Source: an optimization exercise on an open RTL-to-GDS flow (aim: small area, a short achievable clock period and few clock cycles). Production flows keep margins and buffers that such runs may drop. RTL that was checked went through simulation tests only; none was proved equivalent to the original. Only the layout flow was run in runs 1, 3 and 4; the RTL was not checked for function there. Power and IR drop assume default switching activity.

**design/flow/flow/run.sh**
```bash
#!/bin/bash
set -euo pipefail
export BUFFER_PORTS_ARGS="-buffer_cell sky130_fd_sc_hd__buf_2"
bash standard.sh finish > flow_make.log 2>&1
```
**design/flow/standard.sh**
```bash
#!/bin/bash
# synth_recipe.tcl (not shown) runs the flow's synth.tcl, then flattens the netlist and writes it again
# the make line also repeats each setting of config.mk as NAME=value (left out here)
make -C /OpenROAD-flow-scripts/flow DESIGN_CONFIG=/design/flow/config.mk WORK_HOME=/design/flow/orfs CLKGATE_MAP_FILE= SYNTH_SCRIPT=/design/flow/synth_recipe.tcl "${@:-finish}"
```
**design/flow/config.mk**
```make
export PLATFORM = sky130hd
export DESIGN_NAME = nr_vadd
export DESIGN_NICKNAME = nr_vadd
export VERILOG_FILES = /design/flow/design.v
export SDC_FILE = /design/flow/constraint.sdc
export NUM_CORES = 4
export LEC_CHECK = 0
export CAP_MARGIN = 60
export CORE_MARGIN = 2
export CORE_UTILIZATION = 70
export CTS_CLUSTER_DIAMETER = 120
export CTS_CLUSTER_SIZE = 24
export PLACE_DENSITY = 0.82
export SLEW_MARGIN = 60
```
**design/flow/constraint.sdc**
```tcl
create_clock -name core_clock -period 20.0 [get_ports {clk}]
set_input_delay 4.0000 -clock core_clock [delete_from_list [all_inputs] [get_ports {clk}]]
set_output_delay 4.0000 -clock core_clock [all_outputs]
set_load 0.01 [all_outputs]
```
**design/flow/design.v**
```verilog
module nr_vadd (
    input  wire        clk,
    input  wire        rst,         
    input  wire        in_valid,
    input  wire [31:0] in_a,
    input  wire [31:0] in_b,
    output wire        in_ready,
    output reg         out_valid,
    output reg  [31:0] out_sum,
    input  wire        out_ready
);
    reg         v0, v1, v2, vk;
    reg         rdy;            
    reg         adv;            
    reg  [31:0] skid;
    assign in_ready = rdy;
    wire        ia_h  = |in_a[30:23];
    wire        ib_h  = |in_b[30:23];
    wire [7:0]  ia_ee = {in_a[30:24], in_a[23] | ~ia_h};
    wire [7:0]  ib_ee = {in_b[30:24], in_b[23] | ~ib_h};
    reg  [7:0]  bgt, beq;
    integer t, u;
    always @(*) begin
        bgt = in_b[30:23] & ~in_a[30:23];
        beq = ~(in_b[30:23] ^ in_a[30:23]);
        for (t = 1; t < 8; t = t * 2)
            for (u = 2*t - 1; u < 8; u = u + 2*t) begin
                bgt[u] = bgt[u] | (beq[u] & bgt[u-t]);
                beq[u] = beq[u] & beq[u-t];
            end
    end
    reg  [32:0] ra, rb;
    reg         bige;                       
    always @(posedge clk) if (adv) begin
        ra   <= {in_a[31], ia_ee, ia_h, in_a[22:0]};
        rb   <= {in_b[31], ib_ee, ib_h, in_b[22:0]};
        bige <= bgt[7];
    end
    wire [7:0]  a_ee = ra[31:24];
    wire [7:0]  b_ee = rb[31:24];
    wire        a_h  = ra[23];
    wire        b_h  = rb[23];
    wire        a_emax = &a_ee;
    wire        b_emax = &b_ee;
    wire        a_fz = ~|ra[22:0];
    wire        b_fz = ~|rb[22:0];
    wire        a_nan = a_emax & ~a_fz;
    wire        b_nan = b_emax & ~b_fz;
    wire        a_inf = a_emax & a_fz;
    wire        b_inf = b_emax & b_fz;
    wire        sub   = ra[32] ^ rb[32];
    wire        s_nan = a_nan | b_nan | (a_inf & b_inf & sub);
    wire [23:0] a_m  = {a_h, ra[22:0]};
    wire [23:0] b_m  = {b_h, rb[22:0]};
    wire [23:0] x_m  = bige ? b_m : a_m;
    wire [23:0] y_m  = bige ? a_m : b_m;
    wire [7:0]  x_ee = bige ? b_ee : a_ee;
    wire [7:0]  y_ee = bige ? a_ee : b_ee;
    wire [7:0]  d    = x_ee - y_ee;
    wire [4:0]  sh   = d[4:0];
    wire        big  = |d[7:5];                 
    wire        neg  = sub & ~bige & (a_ee == b_ee) & (b_m > a_m);
    wire        x_s  = (bige | neg) ? rb[32] : ra[32];
    wire [26:0] t0 = {y_m, 3'd0};
    wire [26:0] t1 = sh[4] ? {16'd0, t0[26:16]} : t0;
    wire        k1 = sh[4] & (|t0[15:0]);
    wire [26:0] t2 = sh[3] ? {8'd0, t1[26:8]} : t1;
    wire        k2 = sh[3] & (|t1[7:0]);
    wire [26:0] t3 = sh[2] ? {4'd0, t2[26:4]} : t2;
    wire        k3 = sh[2] & (|t2[3:0]);
    wire [26:0] t4 = sh[1] ? {2'd0, t3[26:2]} : t3;
    wire        k4 = sh[1] & (|t3[1:0]);
    wire [26:0] t5 = sh[0] ? {1'd0, t4[26:1]} : t4;
    wire        k5 = sh[0] & t4[0];
    wire [26:0] y_al = big ? {26'd0, |y_m} : {t5[26:1], t5[0] | k1 | k2 | k3 | k4 | k5};
    reg         p_s, p_sub, p_neg, p_nan;    
    reg  [7:0]  p_e;
    reg  [23:0] p_x;
    reg  [26:0] p_y;
    always @(posedge clk) if (adv) begin
        p_s   <= x_s;
        p_sub <= sub;
        p_neg <= neg;
        p_nan <= s_nan;
        p_e   <= x_ee;
        p_x   <= x_m ^ {24{neg}};
        p_y   <= y_al ^ {27{sub & ~neg}};
    end
    wire [27:0] ad_a = {p_neg, p_x, {3{p_neg}}};
    wire [27:0] ad_b = {p_sub & ~p_neg, p_y};
    wire [27:0] mag  = ad_a + ad_b + {27'd0, p_sub};
    wire [27:0] lim  = (p_e > 8'd27) ? 28'd0 : (28'h8000000 >> p_e);
    wire [31:0] lzin = {mag | lim, 4'b1111};
    wire [15:0] z1v; wire [15:0] z1c;
    wire [7:0]  z2v; wire [15:0] z2c;
    wire [3:0]  z3v; wire [11:0] z3c;
    wire [1:0]  z4v; wire [7:0]  z4c;
    genvar g;
    generate
        for (g = 0; g < 16; g = g + 1) begin : lz1
            assign z1v[g] = lzin[2*g+1] | lzin[2*g];
            assign z1c[g] = ~lzin[2*g+1];
        end
        for (g = 0; g < 8; g = g + 1) begin : lz2
            assign z2v[g] = z1v[2*g+1] | z1v[2*g];
            assign z2c[2*g+1:2*g] = z1v[2*g+1] ? {1'b0, z1c[2*g+1]} : {1'b1, z1c[2*g]};
        end
        for (g = 0; g < 4; g = g + 1) begin : lz3
            assign z3v[g] = z2v[2*g+1] | z2v[2*g];
            assign z3c[3*g+2:3*g] = z2v[2*g+1] ? {1'b0, z2c[4*g+3:4*g+2]} : {1'b1, z2c[4*g+1:4*g]};
        end
        for (g = 0; g < 2; g = g + 1) begin : lz4
            assign z4v[g] = z3v[2*g+1] | z3v[2*g];
            assign z4c[4*g+3:4*g] = z3v[2*g+1] ? {1'b0, z3c[6*g+5:6*g+3]} : {1'b1, z3c[6*g+2:6*g]};
        end
    endgenerate
    wire [4:0]  lz = z4v[1] ? {1'b0, z4c[7:4]} : {1'b1, z4c[3:0]};
    reg         q_s, q_zs, q_nan;
    reg  [7:0]  q_e;
    reg  [27:0] q_m;
    reg  [4:0]  q_lz;
    always @(posedge clk) if (adv) begin
        q_s   <= p_s;
        q_zs  <= p_s & ~p_sub;
        q_nan <= p_nan;
        q_e   <= p_e;
        q_m   <= mag;
        q_lz  <= lz;
    end
    wire [27:0] sl = q_m << q_lz;
    wire [26:0] nm = {sl[27:2], sl[1] | (sl[0] & ~|q_lz)};
    wire [8:0]  ne = {1'b0, q_e} + 9'd1 - {4'd0, q_lz};
    wire        r_up = nm[2] & (nm[1] | nm[0] | nm[3]);
    wire [30:0] pk   = {(nm[26] ? ne[7:0] : 8'd0), nm[25:3]};
    reg  [30:0] ones;
    integer m, n;
    always @(*) begin
        ones = pk;
        for (m = 1; m < 32; m = m * 2)
            for (n = 0; n < 31; n = n + 1)
                if (n & m)
                    ones[n] = ones[n] & ones[(n & ~(m - 1)) - 1];
    end
    wire [30:0] rnd  = pk ^ ({ones[29:0], 1'b1} & {31{r_up}});
    wire        ovf  = ne[8] | (ne[7:0] == 8'hFF);
    wire        zero = ~|q_m;
    reg  [31:0] res;
    always @(*) begin
        if (q_nan)
            res = 32'h7FC00000;
        else if ((&q_e) | ovf)           
            res = {q_s, 8'hFF, 23'd0};
        else
            res = {zero ? q_zs : q_s, rnd};
    end
    wire        push = adv & v2;
    always @(posedge clk) begin
        if (!vk) skid <= res;
        if (out_ready | ~out_valid) out_sum <= vk ? skid : res;
    end
    always @(posedge clk) begin
        if (rst) begin
            v0 <= 1'b0; v1 <= 1'b0; v2 <= 1'b0; vk <= 1'b0;
            rdy <= 1'b0; adv <= 1'b1; out_valid <= 1'b0;
        end else begin
            if (adv) begin
                v0 <= in_valid & rdy;
                v1 <= v0;
                v2 <= v1;
            end
            if (vk) begin
                if (out_ready) begin vk <= 1'b0; rdy <= 1'b1; adv <= 1'b1; end
            end else if (push & out_valid & ~out_ready) begin
                vk <= 1'b1; rdy <= 1'b0; adv <= 1'b0;
            end else begin
                rdy <= 1'b1;
            end
            out_valid <= vk | push | (out_valid & ~out_ready);
        end
    end
endmodule
```
==> results of run 1 <==
worst paths after layout:
check	cells after the start	startpoint	endpoint	slack [ns]
min reg2reg	0	p_nan$_DFFE_PP_	q_nan$_DFFE_PP_	0.43
min	0	p_nan$_DFFE_PP_	q_nan$_DFFE_PP_	0.43
max	13	in_a[24]	bige$_DFFE_PP_	14.77
max reg2reg	15	q_lz[2]$_DFFE_PP_	out_sum[5]$_DFFE_PN_	15.49
report_power, final:
group | switching [mW] | internal (mW)
combinational | 0.617 | 0.441
sequential | 0.0803 | 0.699
clock | 0.161 | 0.143
total | 0.859 | 1.28
cell usage in the layout, fill, tap and decap left out, drive strengths merged, types with 30 or more instances in the layout:
| cell type | count |
|---|---|
| dfxtp | 39 |
| o21ai | 67 |
| mux4 | 45 |
| ha | 71 |
| edfxtp | 206 |
| xnor2 | 46 |
| nand2 | 141 |
| nand3 | 40 |
| nor2b | 30 |
| a21oi | 93 |
| mux2i | 78 |
| nor3 | 36 |
| buf | 122 |
| nor2 | 93 |
| inv | 78 |
| xor2 | 66 |
| nor4 | 34 |
| a21o | 34 |
metal layers:
| metal | vias to the layer above | wire length, um |
|---|---|---|
| li1 | 6160 | - |
| met3 | 130 | 2310 |
| met5 | - | 0 |
| met4 | 0 | 2020 |
| met2 | 605 | 20900 |
| met1 | 6359 | 16800 |
cells by family after synthesis:
| family | Yosys count | share of synthesized area (%) |
|---|---|---|
| AOI/OAI and AO/OA | 372 | 15.0 |
| xor gates and xnor gates | 112 | 5.91 |
| adders and majority gates | 76 | 5.83 |
| buffers and inverters | 158 | 3.91 |
| DFF | 245 | 42.0 |
| muxes | 149 | 12.6 |
| and+or+nand+nor | 486 | 14.8 |
critical path, delay by kind of cell:
family,cells,cell delay (ns)
AND/OR/NAND/NOR,5,0.35
buffers and inverters,2,0.14
adder cells (fa/ha/maj),1,0.28
AO/OA/AOI/OAI,5,0.72
flip-flops by register name, indices dropped and copies added, names as in the netlist, 5 cells and up:
signal	cells
p_y	27
q_m	28
out_sum	32
q_lz	5
rb	33
skid	32
ra	33
p_x	24
q_e	8
p_e	8
metrics by stage:
step	area, um^2	hold slack, ns	total power, mW
6_report	18000	0.431	2.14
5_1_grt	18000	0.446	2.25
4_1_cts	17900	0.434	2.12
3_5_place_dp	17500	0.408	1.81
3_3_place_gp	17300	0.404	1.77
2_1_floorplan	16600	0.400	1.53
area by class of cell:
type                            instances  area (um^2)  area share, %
Clock inverter                          1         20.0          0.111
Tap cell                              319          399           2.22
Clock buffer                           23          405           2.26
Sequential cell                       245         6970           38.8
Multi-Input combinational cell       1195         9130           50.8
Timing Repair Buffer                  123          734           4.09
Inverter                               79          300           1.67
==> impl_results.md, run 1 <==
- Status: finished clean
- EDFF count, synth: 206
- Met1 usage: 41.2%
- Placed cell count: 1,960
- First-pass GRT wire length: 65.2 mm
- Total Wirelength: 42.0 mm
- Sink Count: 245
- Period utilization: 26.2%
- GRT Util Overall: 33.4%
- Clock Pin Slew Worst Setup and Hold Paths: 0.09 ns
- Seq cells post-synth: 245
- Worst Path Required: 20.25 ns
- WS Path Type: primary input to flip-flop
- Post-cts resize count: 0
- Vias: 13,300
- Initial DRT Pass Iterations: 5
- Sequential fraction of the synthesis area: 42.0%
- Async S/R FF share, synth: 0%
- Htree depth: 1
- Final net count: 1,800
- Total CTS buffers: 14
- Horiz. Die Dim: 158 um
- Layout Utilization: 76.7%
- Crit path DAT: 5.49 ns
- GP Congestion: 1.01
- Row count: 56
- DP Worst Slack: 14.25 ns
- Die area: 25,000 um^2
- Fin crit period: 5.23 ns
- Grt ovf: 0
- Finish-stage setup viols: 0
- Max_cap viols: 0
- Hold Violations, Final: 0
- Clock buffer depth: 3
- Global Route met3 Usage: 3.83%
- Starting Density: 70.9%
- Cell Chain, Critical Path: buf_2 > inv_1 > ha_1 > nand2_1 > o21bai_1 > a21oi_1 > nor2b_1 > o21ai_0 > nand2b_1 > a21oi_1 > nor2b_1 > o21ai_0 > nand2b_1
- Synthesis Warnings: 1
- Share of cells above drive strength 1: 15.5%
- VDD IR max: 98.7 uV
- Worst Hold Class: flip-flop to flip-flop
- I/O Buffers: 101
- Final HPWL DP: 32.2 mm
- Most frequent cell after synthesis: edfxtp_1
- Busiest grt layer: met2
- Fin. max-slew vios: 0
- Final antenna-violating net count: 0
- Cell Area, Synth: 16,600 um^2
- Antenna fix cells: 0
- Post-CTS Hold Buffers: 0
- Final Non-Filler Cells: 1,985
- Crit start category: primary input
- Main flop type after synthesis: edfxtp_1
- Fin worst setup slack: 14.77 ns
- Largest area contributor in the netlist: edfxtp_1
- Largest net degree at the start of global routing: 75
- Initial DRC count: 1,297
- Worst Skew: 0.0341 ns
- Setup TNS: 0 ns
- Vias in the first global route: 12,500
- CTS root buffer: clkbuf_16
- Core ar.: 23,400 um^2
- Post-CTS Repair Setup Buffers: 0
- Fmax: 191 MHz
- WL/cell: 21.2 um
- Slowest-stage cell, CP: ha_1
- Mapped Cells: 1,598
- Synthesized net count: 1,740
- Synth area leaders: edfxtp_1 (37%), mux4_2 (6.1%), ha_1 (5.4%)
- Pleak: 7.05 nW
- Most frequent cells after synthesis: edfxtp_1 (206), nand2_1 (141), a21oi_1 (93), nor2_1 (93), mux2i_1 (78)
- Synth cell types: 81
- Clk latency of the worst-skew pair: 0.50 ns
- Worst Setup End Kind: flip-flop
- Drc violations: 0
- Die Ht: 158 um
- Grt met2 use: 59.5%
- Synthesis-to-finish area growth: 8.19%
- CTS tree: built
- RSZ-0062 raised after global routing: no
- Cell Pwr Density: 119 nW/um^2
- Antenna violations before repair: 0
- Slowest stage delay, CP: 0.28 ns
- Share of the synthesized area in the top cell type: 37.3%
- Avg Cell Area, Syn: 10.4 um^2
- CP Max Fanout: 3
- Fill cells: 1,573
- Relative slew margins: 59.3%
- Slew @ Worst Pin: 0.604 ns
- Via-to-Cell Ratio: 6.68
- I/O Pins: 102
==> run 2, diff against run 1 <==
--- a/design/flow/design.v
+++ b/design/flow/design.v
@@ -19,21 +19,14 @@
     wire [7:0]  ia_ee = {in_a[30:24], in_a[23] | ~ia_h};
     wire [7:0]  ib_ee = {in_b[30:24], in_b[23] | ~ib_h};
-    reg  [7:0]  bgt, beq;
-    integer t, u;
-    always @(*) begin
-        bgt = in_b[30:23] & ~in_a[30:23];
-        beq = ~(in_b[30:23] ^ in_a[30:23]);
-        for (t = 1; t < 8; t = t * 2)
-            for (u = 2*t - 1; u < 8; u = u + 2*t) begin
-                bgt[u] = bgt[u] | (beq[u] & bgt[u-t]);
-                beq[u] = beq[u] & beq[u-t];
-            end
-    end
+    wire [3:0]  ia_eh = in_a[30:27], ib_eh = in_b[30:27];
+    wire [3:0]  ia_el = in_a[26:23], ib_el = in_b[26:23];
     reg  [32:0] ra, rb;
-    reg         bige;                       
+    reg         bgt_h, beq_h, bgt_l;
     always @(posedge clk) if (adv) begin
         ra   <= {in_a[31], ia_ee, ia_h, in_a[22:0]};
         rb   <= {in_b[31], ib_ee, ib_h, in_b[22:0]};
-        bige <= bgt[7];
+        bgt_h <= ib_eh > ia_eh;
+        beq_h <= ib_eh == ia_eh;
+        bgt_l <= ib_el > ia_el;
     end
     wire [7:0]  a_ee = ra[31:24];
@@ -51,4 +44,5 @@
     wire        sub   = ra[32] ^ rb[32];
     wire        s_nan = a_nan | b_nan | (a_inf & b_inf & sub);
+    wire        bige = bgt_h | (beq_h & bgt_l);    
     wire [23:0] a_m  = {a_h, ra[22:0]};
     wire [23:0] b_m  = {b_h, rb[22:0]};
--- a/design/flow/config.mk
+++ b/design/flow/config.mk
@@ -8,7 +8,7 @@
 export CAP_MARGIN = 60
 export CORE_MARGIN = 2
-export CORE_UTILIZATION = 70
+export CORE_UTILIZATION = 60
 export CTS_CLUSTER_DIAMETER = 120
 export CTS_CLUSTER_SIZE = 24
-export PLACE_DENSITY = 0.82
+export PLACE_DENSITY = 0.75
 export SLEW_MARGIN = 60
==> run 2 against run 1 <==
  * Global-route usage down 4.9 points
  * Die area up 17%
  * Hold slack better by 0.026 ns
  * Area after synthesis up 0.37%
  * Clock power about the same
  * Via count up 0.93%
  * Worst setup slack better by 0.16 ns
  * Critical path depth down 12
  * Routed wire length down 1.6%
  * Sequential share of layout area about the same
  * Combinational power up 15%
  * Still clean on timing, DRC and antenna
==> impl_results.md, run 2 <==
- Reg2Reg Depth: 13 (-2)
- Largest registers: ra x33, rb x33
- Synthesis-to-finish area growth: 8.71%
- Fmax: 197 MHz (+3.1%)
- Antenna fix cells: 0 (unchanged)
- Slowest-stage cell, CP: dfxtp_1
- Final antenna-violating net count: 0 (unchanged)
- Drc violations: 0 (unchanged)
- Most frequent cell after synthesis: edfxtp_1
- Fin worst setup slack: 14.92 ns (+0.157 ns)
- Period utilization: 25.4% (-0.79 points)
- Slowest stage delay, CP: 0.41 ns (+0.13 ns)
- Sequential fraction of the synthesis area: 42.2% (+0.21 points)
- Async S/R FF share, synth: 0% (unchanged)
- Row count: 60 (+7.1%)
- Top delay family on crit path: flip-flops
- Worst Skew: 0.0388 ns (+0.00463 ns)
- Post-cts resize count: 0 (unchanged)
- Most common library cell in the layout ignoring fill and taps: edfxtp_1
- WL met3: 2.34 mm (+0.99%)
- Starting Density: 61.5% (-9.5 points)
- Synth Area in XOR/XNOR: 5.84% (-0.074 points)
- Total Wirelength: 41.4 mm (-1.6%)
- Initial DRC count: 1,309 (+0.93%)
- RSZ-0062 raised after global routing: no
- Die area: 29,100 um^2 (+17%)
- CTS root buffer: clkbuf_16
- GP Congestion: 1.00 (-1.2%)
- Largest family of logic cells by synthesized area: compound AO/OA/AOI/OAI gates
- Pleak: 7.11 nW (+0.89%)
- Worst reg2reg path endpoint: out_sum[31]$_DFFE_PN_
- Hold Path Cell Cnt: 2 (+2)
- Synth cell types: 91 (+12%)
- Share of the synthesized area in the top cell type: 37.5% (+0.22 points)
- Worst Hold End: skid[26]$_DFF_P_
- VDD IR max: 80.4 uV (-19%)
- Avg Cell Area, Syn: 9.95 um^2 (-4.2%)
- Crit start category: flip-flop
- WL/cell: 19.6 um (-7.6%)
- I/O Buffers: 101 (unchanged)
- Hold slack: 0.457 ns (+0.0256 ns)
- Finish-stage setup viols: 0 (unchanged)
- Fin crit period: 5.08 ns (-0.157 ns)
- Reg-to-Reg Start: q_lz[2]$_DFFE_PP_
- Post-CTS Hold Buffers: 0 (unchanged)
- Setup TNS: 0 ns (unchanged)
- Hold Startpoint: skid[26]$_DFF_P_
- Sink Count: 247 (+0.82%)
- Vias: 13,400 (+0.93%)
- Clock Pin Slew Worst Setup and Hold Paths: 0.09 ns (about the same)
- CP Max Fanout: 5 (+2)
- Synthesized net count: 1,817 (+4.4%)
- Vias in the first global route: 12,500 (+0.072%)
- Fill cells: 2,146 (+36%)
- Placed Instance Area: 17,600 um^2 (+0.69%)
- Largest net degree at the start of global routing: 82 (+9.3%)
- Cell Chain, Critical Path: buf_2
- DP Worst Slack: 14.73 ns (+0.488 ns)
- Hold Violations, Final: 0 (unchanged)
- Worst Setup End Kind: primary output
- Fin. max-slew vios: 0 (unchanged)
- Grt ovf: 0 (unchanged)
- Post-Synth Adder-Cell Area: 5.89% (+0.054 points)
- Antenna violations before repair: 0 (unchanged)
- Core ar.: 27,100 um^2 (+16%)
- Largest area contributor in the netlist: edfxtp_1
- Seq cells post-synth: 247 (+0.82%)
- EDFF count, synth: 208 (+0.97%)
- First-pass GRT wire length: 66.0 mm (+1.3%)
- I/O Pins: 102 (unchanged)
- Status: finished clean
- Crit path buf inv count: 1 (-1)
- Crit path DAT: 1.08 ns (-4.41 ns)
- Share of cells above drive strength 1: 13.0% (-2.4 points)
- Cell Area, Synth: 16,700 um^2 (+0.37%)
- Final net count: 1,877 (+4.3%)
- Top sig layer: met4
- Initial DRT Pass Iterations: 8 (+3)
- FF-to-FF setup slack: 15.38 ns (-0.11 ns)
- Synth area leaders: edfxtp_1 (37%), ha_1 (5.4%), dfxtp_1 (4.7%)
- Slew @ Worst Pin: 0.628 ns (+0.0237 ns)
- Mapped Cells: 1,674 (+4.8%)
- Worst Path Required: 16.00 ns (-4.25 ns)
- Post-synthesis mux area share: 7.74% (-4.9 points)
- Finished Cell Area: 18,100 um^2 (+0.86%)
- Htree depth: 1 (unchanged)
- Final HPWL DP: 32.0 mm (-0.74%)
- Worst Hold Class: flip-flop to flip-flop
- Max_cap viols: 0 (unchanged)
- Most frequent cells in the layout: edfxtp_1 (208), nand2_1 (145), nor2_1 (142)
- Met2 routed WL: 19.9 mm (-5.1%)
- Post-synthesis compound-gate area fraction: 17.7% (+2.7 points)
- Simple logic cell fraction of the synthesized area: 16.5% (+1.8 points)
- Die Ht: 171 um (+8.0%)
- Relative slew margins: 57.9% (-1.5 points)
- Clk latency of the worst-skew pair: 0.51 ns (about the same)
- Via-to-Cell Ratio: 6.33 (-5.2%)
- Synthesis Warnings: 1 (unchanged)
- Cell Pwr Density: 129 nW/um^2 (+7.9%)
- Total CTS buffers: 14 (unchanged)
- Post-CTS Repair Setup Buffers: 0 (unchanged)
- Horiz. Die Dim: 171 um (+8.0%)
- Main flop type after synthesis: edfxtp_1
- Most frequent cells after synthesis: edfxtp_1 (208), nand2_1 (145), nor2_1 (144)
- Wire length on met1: 17.9 mm (+6.5%)
- Clock buffer depth: 3 (unchanged)
- WS Path Type: flip-flop to primary output
- CTS tree: built
- GRT Util Overall: 28.4% (-4.9 points)
==> run 2: cell types whose count changed in the layout (fill, tap and decap cells not counted), sizes merged, moves of 11 or more <==
cell and delta:
mux2i -38, a22oi +11, o21ai -13, nor2 +51, nor3 +13, a21oi +35
mux2 -18, o31ai +22, mux4 -11, nor2b -11, o22ai +12, and3 +14
==> run 2: where the power goes <==
| group | switching [mW] | leakage, nW | internal [mW] |
|---|---|---|---|
| Clock | 0.161 | 0.202 | 0.141 |
| Combinational | 0.719 | 4.34 | 0.504 |
| Sequential | 0.0844 | 2.56 | 0.722 |
==> run 2: layout make-up <==
class	instances	area, um^2	share of cell area [%]
sequential	247	7030	38.8
multi-input combinational	1259	9120	50.4
tap	372	465	2.57
inverter	88	332	1.83
clock buffer	20	394	2.18
clock inverter	3	32.5	0.180
timing repair buffer	124	731	4.03
==> run 2: how the worst max path moves through the flow <==
stage	from	endpoint	slack (ns)	cells past startpoint
6_report	out_valid$_SDFF_PP0_	out_valid	14.92	1
5_1_grt	out_valid$_SDFF_PP0_	out_valid	14.87	1
4_1_cts	out_valid$_SDFF_PP0_	out_valid	14.91	1
3_5_place_dp	in_a[24]	bgt_l$_DFFE_PP_	14.73	8
3_3_place_gp	in_a[24]	bgt_l$_DFFE_PP_	14.76	8
2_1_floorplan	out_ready	out_sum[0]$_DFFE_PN_	14.87	2
==> run 2: cells by family after synthesis <==
family,count (synthesis)
buf+inv,168
simple gates,552
xor+xnor,111
fa+ha+maj,77
mux,82
flops,247
compound gates,437
==> run 2: metrics by stage <==
stage	utilization [%]	std cells	power, mW
after floorplan	-	1674	1.70
after global placement	64.4	2084	1.98
after detailed placement	64.9	2087	2.01
after CTS	66.4	2110	2.32
after global routing	66.8	2113	2.48
final	66.8	2113	2.33
==> run 2: routing by layer <==
layer / vias to the layer above / GRT usage, %
met3: 90 / 2.71
li1: 6462 / -
met4: 0 / 9.29
met2: 486 / 47.4
met5: - / 0
met1: 6339 / 39.4
Testbench counts of run 2, summed over its fixed seeds: cycles 16,024.
==> run 3, diff against run 2 <==
--- a/design/flow/design.v
+++ b/design/flow/design.v
@@ -83,5 +83,26 @@
     wire [27:0] ad_a = {p_neg, p_x, {3{p_neg}}};
     wire [27:0] ad_b = {p_sub & ~p_neg, p_y};
-    wire [27:0] mag  = ad_a + ad_b + {27'd0, p_sub};
+    wire [27:0] ad_p = ad_a ^ ad_b;
+    reg  [27:0] cg, cp;
+    integer l, j;
+    always @(*) begin
+        cg = ad_a & ad_b;
+        cp = ad_p;
+        cg[0] = cg[0] | (cp[0] & p_sub);
+        for (j = 1; j < 28; j = j + 2) begin
+            cg[j] = cg[j] | (cp[j] & cg[j-1]);
+            cp[j] = cp[j] & cp[j-1];
+        end
+        for (l = 2; l < 28; l = l * 2)
+            for (j = 27; j > l; j = j - 2) begin
+                cg[j] = cg[j] | (cp[j] & cg[j-l]);
+                cp[j] = cp[j] & cp[j-l];
+            end
+        for (j = 2; j < 28; j = j + 2) begin
+            cg[j] = cg[j] | (cp[j] & cg[j-1]);
+            cp[j] = cp[j] & cp[j-1];
+        end
+    end
+    wire [27:0] mag = ad_p ^ {cg[26:0], p_sub};
     wire [27:0] lim  = (p_e > 8'd27) ? 28'd0 : (28'h8000000 >> p_e);
     wire [31:0] lzin = {mag | lim, 4'b1111};
==> run 3 against run 2 <==
  * Largest cell class unchanged
  * Synthesized cell count decreased by 6.1%
  * Via count decreased by 6.1%
  * Count of clock-buffer cells in the layout increased by 3
  * Worst setup slack got worse by 0.42 ns
  * Cell area decreased by 3.0%
  * Clock skew decreased by 0.018 ns
  * Total power decreased by 2.5%
  * Sequential power about the same
==> impl_results.md, run 3 <==
- Period utilization: 27.5% (+2.1 points)
- Hold Path Cell Cnt: 0 (-2)
- Worst Hold End: q_nan$_DFFE_PP_
- Synth Area in XOR/XNOR: 5.81% (-0.022 points)
- Main flop type after synthesis: edfxtp_1
- Grt ovf: 0 (unchanged)
- Total CTS buffers: 14 (unchanged)
- Largest registers: ra x33, rb x33
- Post-synthesis mux area share: 8.21% (+0.46 points)
- RSZ-0062 raised after global routing: no
- Crit path DAT: 5.73 ns (+4.65 ns)
- Initial DRT Pass Iterations: 5 (-3)
- Avg Cell Area, Syn: 10.3 um^2 (+3.0%)
- Horiz. Die Dim: 168 um (-1.6%)
- Htree depth: 1 (unchanged)
- First-pass GRT wire length: 63.1 mm (-4.4%)
- Sequential fraction of the synthesis area: 43.6% (+1.4 points)
- Clock buffer depth: 3 (unchanged)
- CTS tree: built
- Worst reg2reg path endpoint: q_lz[0]$_DFFE_PP_
- Clock share of power: 13.5% (+0.5 points)
- Synth area leaders: edfxtp_1 (39%), ha_1 (5.4%), mux4_2 (4.9%)
- Share of the synthesized area in the top cell type: 38.8% (+1.3 points)
- Die area: 28,200 um^2 (-3.2%)
- Final net count: 1,790 (-4.6%)
- Slowest stage delay, CP: 0.51 ns (+0.10 ns)
- Post-cts resize count: 0 (unchanged)
- Total Wirelength: 39.4 mm (-4.8%)
- Slowest-stage cell, CP: edfxtp_1
- I/O Pins: 102 (unchanged)
- Vias: 12,600 (-6.1%)
- Post-CTS Hold Buffers: 0 (unchanged)
- Synth cell types: 82 (-9.9%)
- Antenna violations before repair: 0 (unchanged)
- Largest net degree at the start of global routing: 81 (-1.2%)
- WL/cell: 19.9 um (+1.6%)
- Relative slew margins: 61.5% (+3.6 points)
- Flop pwr share: 35.6% (+1.0 points)
- Cell Pwr Density: 129 nW/um^2 (+0.48%)
- Antenna fix cells: 0 (unchanged)
- VDD IR max: 76.5 uV (-4.9%)
- Cell mode on critical path: a21o_1
- Final antenna-violating net count: 0 (unchanged)
- Cell Area, Synth: 16,100 um^2 (-3.2%)
- FF-to-FF setup slack: 14.51 ns (-0.87 ns)
- Synthesized net count: 1,726 (-5.0%)
- Fmax: 182 MHz (-7.6%)
- Reg-to-Reg Start: p_neg$_DFFE_PP_
- Status: finished clean
- GRT Util Overall: 27.9% (-0.56 points)
- Row count: 59 (-1.7%)
- Net Switching: 0.919 mW (-4.7%)
- Share of power burned in combinational logic: 50.9% (-1.5 points)
- Clock Pin Slew Worst Setup and Hold Paths: 0.10 ns (about the same)
- WS Path Type: flip-flop to flip-flop
- Reg2Reg Depth: 24 (+11)
- Fin. max-slew vios: 0 (unchanged)
- Largest area contributor in the netlist: edfxtp_1
- Largest family of logic cells by synthesized area: compound AO/OA/AOI/OAI gates
- Synthesis Warnings: 1 (unchanged)
- Layout Utilization: 67.0% (+0.21 points)
- Finish-stage setup viols: 0 (unchanged)
- Internal: 1.35 mW (-1.0%)
- Die Ht: 168 um (-1.6%)
- Post-CTS Repair Setup Buffers: 0 (unchanged)
- Fill cells: 2,075 (-3.3%)
- Most frequent cells in the layout: edfxtp_1 (208), nor2_1 (136), nand2_1 (134)
- Drc violations: 0 (unchanged)
- Worst Path Required: 20.24 ns (+4.24 ns)
- CTS root buffer: clkbuf_16
- Worst Setup End Kind: flip-flop
- Most common library cell in the layout ignoring fill and taps: edfxtp_1
- Placed Instance Area: 17,100 um^2 (-2.9%)
- Simple logic cell fraction of the synthesized area: 14.7% (-1.9 points)
- Sw Share: 40.4% (-0.92 points)
- Pleak: 6.93 nW (-2.6%)
- I/O Buffers: 101 (unchanged)
- Share of cells above drive strength 1: 15.1% (+2.0 points)
- Crit start category: flip-flop
- GP Congestion: 0.971 (-3.1%)
- Final HPWL DP: 30.1 mm (-6.0%)
- EDFF count, synth: 208 (unchanged)
- Seq cells post-synth: 247 (unchanged)
- Mapped Cells: 1,572 (-6.1%)
- CP Max Fanout: 5 (unchanged)
- Async S/R FF share, synth: 0% (unchanged)
- Most frequent cells after synthesis: edfxtp_1 (208), nor2_1 (139), nand2_1 (136)
- Starting Density: 61.5% (about the same)
- Setup TNS: 0 ns (unchanged)
- Post-synthesis compound-gate area fraction: 15.9% (-1.8 points)
- Slew @ Worst Pin: 0.577 ns (-0.0507 ns)
- Worst Skew: 0.0207 ns (-0.0180 ns)
- Max_cap viols: 0 (unchanged)
- Synthesis-to-finish area growth: 8.99%
- Most frequent cell after synthesis: edfxtp_1
- Sink Count: 247 (unchanged)
- Hold Startpoint: p_nan$_DFFE_PP_
- Hold slack: 0.441 ns (-0.0160 ns)
- Initial DRC count: 1,312 (+0.23%)
- Hold Violations, Final: 0 (unchanged)
- Post-Synth Adder-Cell Area: 7.55% (+1.7 points)
- Vias in the first global route: 12,200 (-2.5%)
- Finished Cell Area: 17,600 um^2 (-3.0%)
- Worst Hold Class: flip-flop to flip-flop
- Cell Chain, Critical Path: inv_1 > fa_1 > inv_1 > fa_1 > a21o_1 > a21o_1 > a21o_1 > a21oi_1 > nand2b_1 > a21oi_1 > a21oi_1 > o21bai_1 > a21o_1 > a21o_1 > fa_1 > xor2_1 > nor3_1 > o21ai_0 > inv_1 > o311ai_0 > a2111oi_0 > or3_1 > a221oi_1 > a2111oi_0
- Core ar.: 26,200 um^2 (-3.3%)
- Clk latency of the worst-skew pair: 0.50 ns (about the same)
- Via-to-Cell Ratio: 6.34 (+0.21%)
- Fin crit period: 5.49 ns (+0.419 ns)
-- run 3: power groups by stage --
stage | logic, mW | registers [mW] | clock network, mW
6_report | 1.16 | 0.808 | 0.307
5_1_grt | 1.26 | 0.822 | 0.329
3_5_place_dp | 1.14 | 0.818 | 0
4_1_cts | 1.15 | 0.807 | 0.313
2_1_floorplan | 0.841 | 0.801 | 0
3_3_place_gp | 1.10 | 0.813 | 0
-- run 3: metrics by stage --
step | worst slack [ns] | instances | power [mW]
CTS | 14.55 | 1977 | 2.27
detailed placement | 14.59 | 1953 | 1.96
global route | 14.01 | 1979 | 2.41
finish | 14.51 | 1979 | 2.27
floorplan | 14.85 | 1572 | 1.64
global placement | 14.70 | 1950 | 1.92
-- run 3: cells by family after synthesis --
family / Yosys count
and+or+nand+nor: 490
AOI/OAI and AO/OA: 383
DFF: 247
buffers and inverters: 172
xor gates and xnor gates: 107
adders and majority gates: 88
muxes: 85
-- run 3: per-layer routing --
layer | vias to the layer above | global-route usage [%] | share of wire, %
li1 | 6031 | - | -
met1 | 5915 | 35.6 | 41
met2 | 504 | 49.0 | 50
met3 | 105 | 2.26 | 4.8
met4 | 0 | 11.9 | 4.5
met5 | - | 0 | 0
-- run 3: worst max-delay path, delay by kind of cell, from the launching register on --
family          cells  cell delay (ns)
compound gates     14             2.67
fa+ha+maj           3             0.94
xor+xnor            1             0.32
flops               1             0.51
buf+inv             3             0.24
simple gates        3             0.58
-- run 3: area by class of cell --
| type | instances | area [um^2] | share of cell area, % |
|---|---|---|---|
| Multi-Input combinational cell | 1153 | 8620 | 49.1 |
| Clock buffer | 23 | 405 | 2.31 |
| Sequential cell | 247 | 7030 | 40.0 |
| Inverter | 95 | 359 | 2.04 |
| Tap cell | 335 | 419 | 2.39 |
| Timing Repair Buffer | 125 | 711 | 4.05 |
| Clock inverter | 1 | 20.0 | 0.114 |
-- run 3: worst max-delay path by stage --
stage	slack, ns	to	cells after the start	startpoint
finish	14.51	q_lz[0]$_DFFE_PP_	24	p_neg$_DFFE_PP_
CTS	14.55	q_lz[0]$_DFFE_PP_	24	p_neg$_DFFE_PP_
global placement	14.70	q_lz[0]$_DFFE_PP_	19	p_neg$_DFFE_PP_
global route	14.01	q_lz[0]$_DFFE_PP_	24	p_neg$_DFFE_PP_
floorplan	14.85	out_sum[0]$_DFFE_PN_	2	out_ready
detailed placement	14.59	q_lz[0]$_DFFE_PP_	24	p_neg$_DFFE_PP_
==> run 4, diff against run 3 <==
--- a/design/flow/config.mk
+++ b/design/flow/config.mk
@@ -6,4 +6,5 @@
 export NUM_CORES = 4
 export LEC_CHECK = 0
+export ABC_AREA = 1
 export CAP_MARGIN = 60
 export CORE_MARGIN = 2
==> run 4 against run 3 <==
  * Still clean
  * Global-route usage is 0.86 points higher
  * Total power up 8.3%
  * Sequential power decreased by 0.5%
  * Count of clock-buffer cells in the layout shrank 4
  * Hold slack better by 0.010 ns
  * Via count up 12%
  * Die area is 3.2% higher
==> impl_results.md, run 4 <==
- Placed cell count: 2,459 (+26%)
- Sink Count: 247 (unchanged)
- WL/cell: 16.6 um (-17%)
- Worst Skew: 0.0102 ns (-0.0106 ns)
- Reg2Reg Depth: 26 (+8.3%)
- Period utilization: 27.1% (-0.41 points)
- Fin crit period: 5.41 ns (-0.0810 ns)
- GP Congestion: 0.967 (-0.37%)
- Vias in the first global route: 13,100 (+7.9%)
- CTS tree: built
- Worst Path Required: 20.25 ns (about the same)
- Avg Cell Area, Syn: 8.14 um^2 (-21%)
- Max_cap viols: 0 (unchanged)
- Slowest-stage cell, CP: edfxtp_1
- Reg-to-Reg Start: p_neg$_DFFE_PP_
- Largest net degree at the start of global routing: 116 (+43%)
- Hold Violations, Final: 0 (unchanged)
- Final net count: 2,260 (+26%)
- Worst Setup End Kind: flip-flop
- Total Wirelength: 41.2 mm (+4.7%)
- Starting Density: 61.4% (-0.082 points)
- Status: finished clean
- FF-to-FF setup slack: 14.59 ns (+0.08 ns)
- Final HPWL DP: 33.1 mm (+10%)
- Initial DRC count: 1,038 (-21%)
- Crit start category: flip-flop
- Worst Hold Class: flip-flop to flip-flop
- WS Path Type: flip-flop to flip-flop
- Share of the synthesized area in the top cell type: 37.5% (-1.2 points)
- RSZ-0062 raised after global routing: no
- Slew @ Worst Pin: 0.563 ns (-0.0140 ns)
- First-pass GRT wire length: 65.3 mm (+3.5%)
- Total CTS buffers: 14 (unchanged)
- Post-cts resize count: 0 (unchanged)
- I/O Buffers: 101 (unchanged)
- Relative slew margins: 62.1% (+0.59 points)
- Mapped Cells: 2,044 (+30%)
- Synthesis Warnings: 1 (unchanged)
- Row count: 60 (+1.7%)
- VDD IR max: 76.0 uV (-0.65%)
- Hold Path Cell Cnt: 2 (+2)
- Setup crit end: q_lz[0]$_DFFE_PP_
- Pleak: 8.05 nW (+16%)
- Top delay family on crit path: compound AO/OA/AOI/OAI gates
- Cell Area, Synth: 16,600 um^2 (+3.3%)
- Synthesis-to-finish area growth: 7.30%
- CTS root buffer: clkbuf_16
- Horiz. Die Dim: 171 um (+1.6%)
- Fin. max-slew vios: 0 (unchanged)
- Initial DRT Pass Iterations: 6 (+1)
- Die area: 29,100 um^2 (+3.2%)
- Via-to-Cell Ratio: 5.69 (-10%)
- Die Ht: 171 um (+1.6%)
- Finish-stage setup viols: 0 (unchanged)
- WP depth: 26 (+8.3%)
- Most common library cell in the layout ignoring fill and taps: nand2_1
- Slowest stage delay, CP: 0.51 ns (about the same)
- Largest area contributor in the netlist: edfxtp_1
- Htree depth: 1 (unchanged)
- Synth cell types: 61 (-26%)
- Antenna fix cells: 0 (unchanged)
- I/O Pins: 102 (unchanged)
- Most frequent cells in the layout: nand2_1 (513), nand3_1 (250), inv_1 (219)
- Cell Pwr Density: 138 nW/um^2 (+6.5%)
- Sequential fraction of the synthesis area: 42.2% (-1.4 points)
- Antenna violations before repair: 1 (+1)
- Fin worst setup slack: 14.59 ns (+0.0810 ns)
- Final Non-Filler Cells: 2,483 (+25%)
- Most frequent cell after synthesis: nand2_1
- Main flop type after synthesis: edfxtp_1
- EDFF count, synth: 208 (unchanged)
- Worst reg2reg path endpoint: q_lz[0]$_DFFE_PP_
- Clk latency of the worst-skew pair: 0.49 ns (about the same)
- Seq cells post-synth: 247 (unchanged)
- Hold slack: 0.451 ns (+0.0102 ns)
- GRT Util Overall: 28.7% (+0.86 points)
- Synthesized net count: 2,198 (+27%)
- Post-CTS Hold Buffers: 0 (unchanged)
- Crit path buf inv count: 5 (+2)
- Final antenna-violating net count: 0 (unchanged)
- Post-CTS Repair Setup Buffers: 0 (unchanged)
- Clock Pin Slew Worst Setup and Hold Paths: 0.09 ns (about the same)
- Vias: 14,100 (+12%)
- Synth area leaders: edfxtp_1 (38%), nand2_1 (12%), nand3_1 (7.5%)
- Async S/R FF share, synth: 0% (unchanged)
- Setup TNS: 0 ns (unchanged)
- Core ar.: 27,100 um^2 (+3.4%)
- Grt ovf: 0 (unchanged)
- Crit path DAT: 5.66 ns (-0.07 ns)
- Largest registers: ra x33, rb x33
- Clock buffer depth: 3 (unchanged)
- Most frequent cells after synthesis: nand2_1 (513), nand3_1 (250), inv_1 (220)
- CP Max Fanout: 5 (unchanged)
- Drc violations: 0 (unchanged)
- DP Worst Slack: 14.68 ns (+0.0973 ns)
- Fmax: 185 MHz (+1.5%)
- Share of cells above drive strength 1: 12.6% (-2.5 points)
- CP startpoint: p_neg$_DFFE_PP_
-- run 4: changes by cell type in the layout (fill, tap and decap cells not counted), moves of 34 or more --
cell,change
inv_1,+128
mux2i_1,-34
mux4_2,-35
nand2_1,+379
nand3_1,+208
nand4_1,+38
nor2_1,-42
o21ai_0,+64
xnor2_1,-67
-- run 4: worst min-delay path by stage --
stage / from / slack (ns) / endpoint
5_1_grt: skid[24]$_DFF_P_ / 0.47 / skid[24]$_DFF_P_
3_5_place_dp: skid[24]$_DFF_P_ / 0.43 / skid[24]$_DFF_P_
6_report: skid[24]$_DFF_P_ / 0.45 / skid[24]$_DFF_P_
4_1_cts: skid[24]$_DFF_P_ / 0.45 / skid[24]$_DFF_P_
3_3_place_gp: skid[23]$_DFF_P_ / 0.43 / skid[23]$_DFF_P_
2_1_floorplan: p_nan$_DFFE_PP_ / 0.40 / q_nan$_DFFE_PP_
-- run 4: logic make-up after synthesis --
kind of cell | Yosys count | share of synthesized area, %
buf+inv | 323 | 8.07
compound gates | 275 | 9.79
simple gates | 1049 | 29.4
xor+xnor | 64 | 3.37
fa+ha+maj | 86 | 7.19
flops | 247 | 42.2
-- run 4: routing by layer --
metal	up-vias	track usage (%)	routed length (um)
met5	-	0	8
li1	7041	-	-
met3	130	3.47	1840
met1	6498	32.5	16000
met2	452	52.8	21000
met4	2	15.3	2360
-- run 4: cell type report --
type	count	area, um^2
Clock buffer	19	390
Clock inverter	2	20.0
Fill cell	2342	9240
Inverter	248	936
Multi-Input combinational cell	1474	8310
Sequential cell	247	7030
Tap cell	372	465
Timing Repair Buffer	121	704
-- run 4: report_power, final --
| group | leakage (nW) | switching, mW | internal [mW] |
|---|---|---|---|
| clock | 0.200 | 0.160 | 0.140 |
| sequential | 2.55 | 0.0728 | 0.731 |
| combinational | 5.30 | 0.932 | 0.425 |
-- run 4: tightest hold or removal path: stages (launching register included) --
cell,delay (ns)
dfxtp_1,0.32
o21ai_1,0.05
inv_1,0.06
-- run 4: stage by stage --
stage	power, mW	util [%]	area, um^2
after floorplan	1.78	-	16600
after global placement	2.12	63.8	17300
after detailed placement	2.15	64.2	17400
after CTS	2.45	65.7	17800
after global routing	2.64	65.9	17900
final	2.46	65.9	17900
==> run 5, diff against run 4 <==
--- a/design/flow/design.v
+++ b/design/flow/design.v
@@ -54,6 +54,5 @@
     wire [4:0]  sh   = d[4:0];
     wire        big  = |d[7:5];                 
-    wire        neg  = sub & ~bige & (a_ee == b_ee) & (b_m > a_m);
-    wire        x_s  = (bige | neg) ? rb[32] : ra[32];
+    wire        x_s  = bige ? rb[32] : ra[32];
     wire [26:0] t0 = {y_m, 3'd0};
     wire [26:0] t1 = sh[4] ? {16'd0, t0[26:16]} : t0;
@@ -68,5 +67,5 @@
     wire        k5 = sh[0] & t4[0];
     wire [26:0] y_al = big ? {26'd0, |y_m} : {t5[26:1], t5[0] | k1 | k2 | k3 | k4 | k5};
-    reg         p_s, p_sub, p_neg, p_nan;    
+    reg         p_s, p_sub, p_nan;           
     reg  [7:0]  p_e;
     reg  [23:0] p_x;
@@ -75,12 +74,11 @@
         p_s   <= x_s;
         p_sub <= sub;
-        p_neg <= neg;
         p_nan <= s_nan;
         p_e   <= x_ee;
-        p_x   <= x_m ^ {24{neg}};
-        p_y   <= y_al ^ {27{sub & ~neg}};
+        p_x   <= x_m;
+        p_y   <= y_al ^ {27{sub}};
     end
-    wire [27:0] ad_a = {p_neg, p_x, {3{p_neg}}};
-    wire [27:0] ad_b = {p_sub & ~p_neg, p_y};
+    wire [27:0] ad_a = {1'b0, p_x, 3'd0};
+    wire [27:0] ad_b = {p_sub, p_y};
     wire [27:0] ad_p = ad_a ^ ad_b;
     reg  [27:0] cg, cp;
@@ -89,20 +87,13 @@
         cg = ad_a & ad_b;
         cp = ad_p;
-        cg[0] = cg[0] | (cp[0] & p_sub);
-        for (j = 1; j < 28; j = j + 2) begin
-            cg[j] = cg[j] | (cp[j] & cg[j-1]);
-            cp[j] = cp[j] & cp[j-1];
-        end
-        for (l = 2; l < 28; l = l * 2)
-            for (j = 27; j > l; j = j - 2) begin
+        for (l = 1; l < 28; l = l * 2)
+            for (j = 27; j >= l; j = j - 1) begin
                 cg[j] = cg[j] | (cp[j] & cg[j-l]);
                 cp[j] = cp[j] & cp[j-l];
             end
-        for (j = 2; j < 28; j = j + 2) begin
-            cg[j] = cg[j] | (cp[j] & cg[j-1]);
-            cp[j] = cp[j] & cp[j-1];
-        end
     end
-    wire [27:0] mag = ad_p ^ {cg[26:0], p_sub};
+    wire        eac  = p_sub & cg[27];          
+    wire        flip = p_sub & ~cg[27];         
+    wire [27:0] mag  = ad_p ^ {cg[26:0] | (cp[26:0] & {27{eac}}), eac} ^ {28{flip}};
     wire [27:0] lim  = (p_e > 8'd27) ? 28'd0 : (28'h8000000 >> p_e);
     wire [31:0] lzin = {mag | lim, 4'b1111};
@@ -136,5 +127,5 @@
     reg  [4:0]  q_lz;
     always @(posedge clk) if (adv) begin
-        q_s   <= p_s;
+        q_s   <= p_s ^ flip;
         q_zs  <= p_s & ~p_sub;
         q_nan <= p_nan;
--- a/design/flow/config.mk
+++ b/design/flow/config.mk
@@ -6,6 +6,5 @@
 export NUM_CORES = 4
 export LEC_CHECK = 0
-export ABC_AREA = 1
-export CAP_MARGIN = 60
+export CAP_MARGIN = 40
 export CORE_MARGIN = 2
 export CORE_UTILIZATION = 60
@@ -13,3 +12,3 @@
 export CTS_CLUSTER_SIZE = 24
 export PLACE_DENSITY = 0.75
-export SLEW_MARGIN = 60
+export SLEW_MARGIN = 40
==> run 5 against run 4 <==
  * Synthesized cell count is 19% lower
  * Core utilization shrank 0.40 points
  * Hold slack worse by 0.021 ns
  * Critical path type unchanged
==> impl_results.md, run 5 <==
- Synthesis Warnings: 1 (unchanged)
- WP depth: 15 (-42%)
- Period utilization: 26.3% (-0.73 points)
- Htree depth: 1 (unchanged)
- Setup TNS: 0 ns (unchanged)
- I/O Pins: 102 (unchanged)
- Finish-stage setup viols: 0 (unchanged)
- CTS root buffer: clkbuf_16
- Async S/R FF share, synth: 0% (unchanged)
- Top sig layer: met4
- Largest net degree at the start of global routing: 73 (-37%)
- Status: finished clean
- Sequential fraction of the synthesis area: 43.7% (+1.5 points)
- Core ar.: 26,100 um^2 (-3.6%)
- Vias: 12,800 (-9.3%)
- Fmax: 190 MHz (+2.8%)
- VDD IR max: 77.8 uV (+2.4%)
- Total CTS buffers: 14 (unchanged)
- Met2 routed WL: 18.3 mm (-13%)
- Slew @ Worst Pin: 0.835 ns (+0.272 ns)
- Synthesis-to-finish area growth: 6.97%
- Drc violations: 0 (unchanged)
- Vias in the first global route: 12,000 (-8.6%)
- Row count: 59 (-1.7%)
- Largest registers: ra x33, rb x33
- Final Non-Filler Cells: 2,020 (-19%)
- Pleak: 6.71 nW (-17%)
- Grt ovf: 0 (unchanged)
- Total Wirelength: 39.5 mm (-4.3%)
- Most frequent cell after synthesis: nand2_1
- Cell Chain, Critical Path: a21oi_4 > buf_4 > mux2i_1 > ha_1 > a21oi_1 > nand2_1 > a221o_1 > nor3_1 > o311ai_0 > a21oi_1 > xnor2_1 > and3_1 > inv_1 > a2111oi_0 > xor2_1
- Worst Hold End: q_nan$_DFFE_PP_
- Cell Pwr Density: 138 nW/um^2 (-0.14%)
- Reg2Reg Depth: 15 (-42%)
- Horiz. Die Dim: 167 um (-1.9%)
- Crit start category: flip-flop
- GRT Util Overall: 27.9% (-0.85 points)
- Post-CTS Hold Buffers: 0 (unchanged)
- Reg-to-Reg Start: bgt_l$_DFFE_PP_
- Synth cell types: 84 (+38%)
- Relative slew margins: 44.3% (-18 points)
- Wire length on met1: 17.5 mm (+9.2%)
- EDFF count, synth: 207 (-0.48%)
- Mapped Cells: 1,647 (-19%)
- Worst Skew: 0.0312 ns (+0.0210 ns)
- Main flop type after synthesis: edfxtp_1
- Top delay family on crit path: compound AO/OA/AOI/OAI gates
- Fin crit period: 5.27 ns (-0.146 ns)
- GP Congestion: 0.948 (-1.9%)
- Cell Area, Synth: 16,000 um^2 (-3.9%)
- Final HPWL DP: 30.3 mm (-8.3%)
- Hold Path Cell Cnt: 0 (-2)
- I/O Buffers: 101 (unchanged)
- RSZ-0062 raised after global routing: no
- Post-CTS Repair Setup Buffers: 0 (unchanged)
- Most common library cell in the layout ignoring fill and taps: nand2_1
- FF-to-FF setup slack: 14.73 ns (+0.15 ns)
- CTS tree: built
- Hold Startpoint: p_nan$_DFFE_PP_
- Worst Hold Class: flip-flop to flip-flop
- Worst Setup End Kind: flip-flop
- Slowest-stage cell, CP: and3_1
- Largest area contributor in the netlist: edfxtp_1
- Hold Violations, Final: 0 (unchanged)
- Clock Pin Slew Worst Setup and Hold Paths: 0.10 ns (about the same)
- Starting Density: 61.2% (-0.18 points)
- Max_cap viols: 0 (unchanged)
- Placed Instance Area: 16,700 um^2 (-4.1%)
- Share of the synthesized area in the top cell type: 38.8% (+1.3 points)
- WL met3: 2.66 mm (+45%)
- Finished Cell Area: 17,100 um^2 (-4.2%)
- Placed cell count: 2,000 (-19%)
- Die area: 28,000 um^2 (-3.8%)
- First-pass GRT wire length: 62.7 mm (-4.0%)
- WL/cell: 19.5 um (+18%)
- Slowest stage delay, CP: 0.63 ns (+0.12 ns)
- Share of cells above drive strength 1: 12.0% (-0.55 points)
- Final antenna-violating net count: 0 (unchanged)
- Die Ht: 167 um (-1.9%)
- Antenna fix cells: 0 (unchanged)
- Initial DRT Pass Iterations: 17 (+11)
- Worst Path Required: 20.23 ns (-0.02 ns)
- Most frequent cells in the layout: nand2_1 (253), edfxtp_1 (207), nor2_1 (104)
- Most frequent cells after synthesis: nand2_1 (254), edfxtp_1 (207), nor2_1 (106)
- Clk latency of the worst-skew pair: 0.50 ns (about the same)
- Sink Count: 246 (-0.40%)
- WS Path Type: flip-flop to flip-flop
- Post-cts resize count: 0 (unchanged)
- Crit path DAT: 5.49 ns (-0.17 ns)
- Synthesized net count: 1,762 (-20%)
- Worst reg2reg path endpoint: p_y[6]$_DFFE_PP_
- Final net count: 1,796 (-21%)
- Crit path buf inv count: 2 (-3)
- Antenna violations before repair: 0 (-1)
- Cell mode on critical path: a21oi_1
- Fin. max-slew vios: 0 (unchanged)
- Via-to-Cell Ratio: 6.34 (+12%)
- Avg Cell Area, Syn: 9.72 um^2 (+19%)
- Initial DRC count: 1,336 (+29%)
- Clock buffer depth: 3 (unchanged)
- Seq cells post-synth: 246 (-0.40%)
- CP Max Fanout: 72 (+67)
- Synth area leaders: edfxtp_1 (39%), nand2_1 (6.0%), xnor2_1 (4.9%)
-- run 5: cell count changes after synthesis, moves of 44 or more --
| cell | before | now |
|---|---|---|
| nand3_1 | 250 | 54 |
| nand2_1 | 513 | 254 |
| o21ai_0 | 119 | 72 |
| xnor2_1 | 8 | 90 |
| mux2i_1 | 0 | 47 |
| inv_1 | 220 | 51 |
| clkbuf_1 | 27 | 71 |
-- run 5: worst max path at each step --
stage                          from                   end  slack, ns
global placement    beq_h$_DFFE_PP_      p_y[2]$_DFFE_PP_      14.78
global route        bgt_l$_DFFE_PP_      p_y[6]$_DFFE_PP_      14.40
finish              bgt_l$_DFFE_PP_      p_y[6]$_DFFE_PP_      14.73
CTS                 bgt_l$_DFFE_PP_      p_y[6]$_DFFE_PP_      14.80
floorplan                 out_ready  out_sum[0]$_DFFE_PN_      14.85
detailed placement         in_a[24]       bgt_l$_DFFE_PP_      14.73
-- run 5: cells by family (layout without fill, tap and decap cells) --
kind of cell	after synthesis	count (layout)	synth area share, %
buf+inv	149	187	3.78
mux	94	94	8.29
simple gates	620	620	18.5
xor+xnor	117	117	6.40
fa+ha+maj	49	49	3.85
compound gates	372	372	15.5
flops	246	246	43.7
-- run 5: power breakdown --
| group | switching [mW] | leakage (nW) | internal, mW |
|---|---|---|---|
| Clock | 0.159 | 0.199 | 0.140 |
| Sequential | 0.0867 | 2.55 | 0.723 |
| Combinational | 0.728 | 3.96 | 0.518 |
| Total | 0.974 | 6.71 | 1.38 |
-- run 5: cell type report --
cell class,instances,area [um^2]
fillers,2115,9010
multi-input cells,1252,8460
flip-flops and latches,246,7000
repair buffers,115,629
well taps,335,419
clock buffers,19,390
inverters,52,195
clock inverters,1,20.0
-- run 5: worst register-to-register path, cell delays in order (launching register included) --
cell and delay, ns:
edfxtp_1 0.45, a21oi_4 0.14, buf_4 0.60, mux2i_1 0.23, ha_1 0.24, a21oi_1 0.23, nand2_1 0.20, a221o_1 0.39
nor3_1 0.32, o311ai_0 0.21, a21oi_1 0.21, xnor2_1 0.13, and3_1 0.63, inv_1 0.32, a2111oi_0 0.57, xor2_1 0.14
-- run 5: metal layers --
layer  global-route usage, %  up-vias
li1                        -     6186
met1                    39.4     6051
met2                    45.2      503
met3                    4.04       71
met4                    8.02        0
met5                       0        -
-- run 5: per-stage QoR --
stage               util (%)  power, mW  hold WS [ns]  worst slack [ns]
floorplan                  -       1.74         0.400             14.85
global placement        63.7       2.02         0.400             14.78
detailed placement      63.9       2.04         0.406             14.73
CTS                     65.4       2.34         0.428             14.80
global route            65.5       2.51         0.434             14.40
finish                  65.5       2.36         0.431             14.73
Testbench counts of run 5, summed over its fixed seeds: cycles 16,024.
==> run 6, diff against run 5 <==
--- a/design/flow/config.mk
+++ b/design/flow/config.mk
@@ -6,5 +6,5 @@
 export NUM_CORES = 4
 export LEC_CHECK = 0
-export CAP_MARGIN = 40
+export CAP_MARGIN = 75
 export CORE_MARGIN = 2
 export CORE_UTILIZATION = 60
@@ -12,3 +12,3 @@
 export CTS_CLUSTER_SIZE = 24
 export PLACE_DENSITY = 0.75
-export SLEW_MARGIN = 40
+export SLEW_MARGIN = 75
==> run 6 against run 5 <==
  * Still clean
  * Sequential share of layout area down 2.5 points
  * Combinational power up 9.6%
  * First-iteration DRC count grew 9.7%
  * Count of clock-buffer cells in the layout unchanged
  * Core utilization increased by 4.2 points
  * Worst setup slack improved by 0.21 ns
  * Global-route usage is 0.22 points higher
  * Critical path type is now flip-flop to primary output
==> impl_results.md, run 6 <==
- Final Non-Filler Cells: 2,068 (+2.4%)
- Cell Area, Synth: 16,000 um^2 (unchanged)
- CTS root buffer: clkbuf_16
- Net Switching: 1.03 mW (+6.3%)
- Core ar.: 26,100 um^2 (unchanged)
- Crit start category: flip-flop
- GP Congestion: 0.948 (unchanged)
- Sink Count: 246 (unchanged)
- Horiz. Die Dim: 167 um (unchanged)
- Post-CTS Repair Setup Buffers: 0 (unchanged)
- Crit path buf inv count: 1 (-1)
- Starting Density: 61.2% (unchanged)
- Most frequent cells in the layout: nand2_1 (251), edfxtp_1 (207), buf_2 (124)
- Finish-stage setup viols: 0 (unchanged)
- Most common library cell in the layout ignoring fill and taps: nand2_1
- Slowest stage delay, CP: 0.41 ns (-0.22 ns)
- Grt ovf: 0 (unchanged)
- Post-CTS Hold Buffers: 0 (unchanged)
- Slew @ Worst Pin: 0.416 ns (-0.420 ns)
- Total Wirelength: 40.2 mm (+1.9%)
- Total CTS buffers: 14 (unchanged)
- Die area: 28,000 um^2 (unchanged)
- Cell Pwr Density: 136 nW/um^2 (-1.4%)
- Fin. max-slew vios: 0 (unchanged)
- Period utilization: 25.3% (-1.0 points)
- WS Path Type: flip-flop to primary output
- Internal: 1.44 mW (+4.1%)
- Async S/R FF share, synth: 0% (unchanged)
- Sequential fraction of the synthesis area: 43.7% (unchanged)
- Most frequent cells after synthesis: nand2_1 (254), edfxtp_1 (207), nor2_1 (106)
- Synthesized net count: 1,762 (unchanged)
- Synth cell types: 84 (unchanged)
- Vias: 13,000 (+1.8%)
- Share of power burned in combinational logic: 55.4% (+2.5 points)
- Initial DRC count: 1,465 (+9.7%)
- Worst Path Required: 16.00 ns (-4.23 ns)
- EDFF count, synth: 207 (unchanged)
- Share of the synthesized area in the top cell type: 38.8% (unchanged)
- Antenna fix cells: 0 (unchanged)
- Final antenna-violating net count: 0 (unchanged)
- Fin crit period: 5.06 ns (-0.207 ns)
- Finished Cell Area: 18,200 um^2 (+6.5%)
- Worst Setup End Kind: primary output
- VDD IR max: 79.1 uV (+1.7%)
- Worst Skew: 0.0274 ns (-0.00373 ns)
- Flop pwr share: 32.4% (-2.0 points)
- Sw Share: 41.8% (+0.50 points)
- Design Power: 2.47 mW (+5.0%)
- Max_cap viols: 0 (unchanged)
- Antenna violations before repair: 0 (unchanged)
- Synth area leaders: edfxtp_1 (39%), nand2_1 (6.0%), xnor2_1 (4.9%)
- Drc violations: 0 (unchanged)
- WL/cell: 19.5 um (-0.42%)
- Setup TNS: 0 ns (unchanged)
- Avg Cell Area, Syn: 9.72 um^2 (unchanged)
- Via-to-Cell Ratio: 6.30 (-0.61%)
- CP Max Fanout: 5 (-93%)
- Synthesis Warnings: 1 (unchanged)
- First-pass GRT wire length: 63.2 mm (+0.79%)
- Cell Chain, Critical Path: buf_2
- Placed cell count: 2,037 (+1.8%)
- Worst Hold Class: flip-flop to flip-flop
- I/O Buffers: 101 (unchanged)
- Post-cts resize count: 0 (unchanged)
- Largest area contributor in the netlist: edfxtp_1
- Hold Violations, Final: 0 (unchanged)
- Seq cells post-synth: 246 (unchanged)
- Synthesis-to-finish area growth: 13.9%
- Clk latency of the worst-skew pair: 0.50 ns (about the same)
- Status: finished clean
- RSZ-0062 raised after global routing: no
- I/O Pins: 102 (unchanged)
- Largest net degree at the start of global routing: 52 (-29%)
- Main flop type after synthesis: edfxtp_1
- GRT Util Overall: 28.1% (+0.22 points)
- CTS tree: built
- Clock share of power: 12.2% (-0.5 points)
- Htree depth: 1 (unchanged)
- Initial DRT Pass Iterations: 17 (unchanged)
- Vias in the first global route: 12,000 (+0.40%)
- Most frequent cell after synthesis: nand2_1
- Pleak: 7.12 nW (+6.0%)
- Top delay family on crit path: flip-flops
- Slowest-stage cell, CP: dfxtp_1
- Fmax: 198 MHz (+4.1%)
- Die Ht: 167 um (unchanged)
- Relative slew margins: 72.1% (+28 points)
- Placed Instance Area: 17,500 um^2 (+4.8%)
- Share of cells above drive strength 1: 19.0% (+6.9 points)
- Final HPWL DP: 31.1 mm (+2.5%)
- Final net count: 1,844 (+2.7%)
- Largest registers: ra x33, rb x33
- Clock buffer depth: 3 (unchanged)
- Clock Pin Slew Worst Setup and Hold Paths: 0.09 ns (about the same)
- Row count: 59 (unchanged)
- Crit path DAT: 1.06 ns (-4.43 ns)
- Mapped Cells: 1,647 (unchanged)
run 6: through the flow:
step / utilization (%) / hold WS [ns] / setup WS, ns
4_1_cts: 68.5 / 0.427 / 14.92
2_1_floorplan: - / 0.400 / 14.85
3_5_place_dp: 66.9 / 0.405 / 14.74
3_3_place_gp: 63.7 / 0.400 / 14.78
5_1_grt: 69.7 / 0.440 / 14.89
6_report: 69.7 / 0.424 / 14.94
run 6: logic make-up after synthesis:
group | Yosys count | share of synthesized area [%]
AOI/OAI and AO/OA | 372 | 15.5
buffers and inverters | 149 | 3.78
adders and majority gates | 49 | 3.85
muxes | 94 | 8.29
and+or+nand+nor | 620 | 18.5
DFF | 246 | 43.7
xor gates and xnor gates | 117 | 6.40
run 6: final cells by class:
type,instances,area [um^2]
clock buffer,19,390
clock inverter,1,20.0
fill,2009,7910
inverter,52,203
multi-input combinational,1252,9160
sequential,246,7000
tap,335,419
timing repair buffer,163,1030
run 6: path summary, 6_finish.rpt:
path                         from                    end  slack, ns  cells past startpoint
max          out_valid$_SDFF_PP0_              out_valid      14.94                      1
min reg2reg       p_nan$_DFFE_PP_        q_nan$_DFFE_PP_       0.42                      0
min               p_nan$_DFFE_PP_        q_nan$_DFFE_PP_       0.42                      0
max reg2reg     q_lz[4]$_DFFE_PP_  out_sum[28]$_DFFE_PN_      15.39                     16
run 6: power by group through the flow:
| stage | Clock (mW) | Combinational, mW | Sequential (mW) |
|---|---|---|---|
| global route | 0.326 | 1.49 | 0.816 |
| finish | 0.302 | 1.37 | 0.802 |
| floorplan | 0 | 0.945 | 0.795 |
| detailed placement | 0 | 1.30 | 0.815 |
| CTS | 0.309 | 1.31 | 0.804 |
| global placement | 0 | 1.21 | 0.813 |
run 6: per-layer routing:
metal / wire length (um) / up-vias / global-route usage [%]
met2: 18800 / 466 / 45.1
met4: 1060 / 0 / 8.17
met1: 17400 / 6199 / 39.6
met3: 2950 / 63 / 4.75
li1: - / 6308 / -
met5: 0 / - / 0

[port drivers added, routing unchanged]
The flow's constraints put no driver on any port. The routed layouts listed below were extracted and timed again, unchanged, in two steps.
Step 1 sets driving cells, clkbuf_16 on the clock port and buf_2 on the other inputs (assumed; they add their load-dependent delay and slew).
Step 2 adds t to the input delays and takes it off the output delays; t is the mean of the earliest and latest rising clock arrival at the registers after step 1. Input paths then give back, and output paths get back, about the clock's delay inside the block.
a / b / c = ideal / step 1 / step 2; a / b = the first two.
| run | t (ns) | setup WS [ns] | hold slack, ns | slew at the worst register clock pin (ns) |
|---|---|---|---|---|
| run 1 | 0.537 | 14.767 / 14.794 / 14.257 | 0.431 / 0.431 / 0.431 | 0.11 / 0.11 |
| run 2 | 0.542 | 14.925 / 14.873 / 14.733 | 0.457 / 0.457 / 0.457 | 0.10 / 0.10 |
| run 3 | 0.542 | 14.506 / 14.506 / 14.506 | 0.441 / 0.441 / 0.441 | 0.10 / 0.10 |
| run 4 | 0.540 | 14.587 / 14.587 / 14.587 | 0.451 / 0.451 / 0.451 | 0.10 / 0.10 |
| run 5 | 0.532 | 14.732 / 14.732 / 14.732 | 0.431 / 0.431 / 0.431 | 0.10 / 0.10 |
| run 6 | 0.534 | 14.939 / 14.891 / 14.730 | 0.424 / 0.424 / 0.424 | 0.10 / 0.10 |
After both steps setup and hold are still met in every run listed. The setup slack of run 1, which loses most, moves by +0.027 ns with the drivers and by -0.510 ns with both steps.
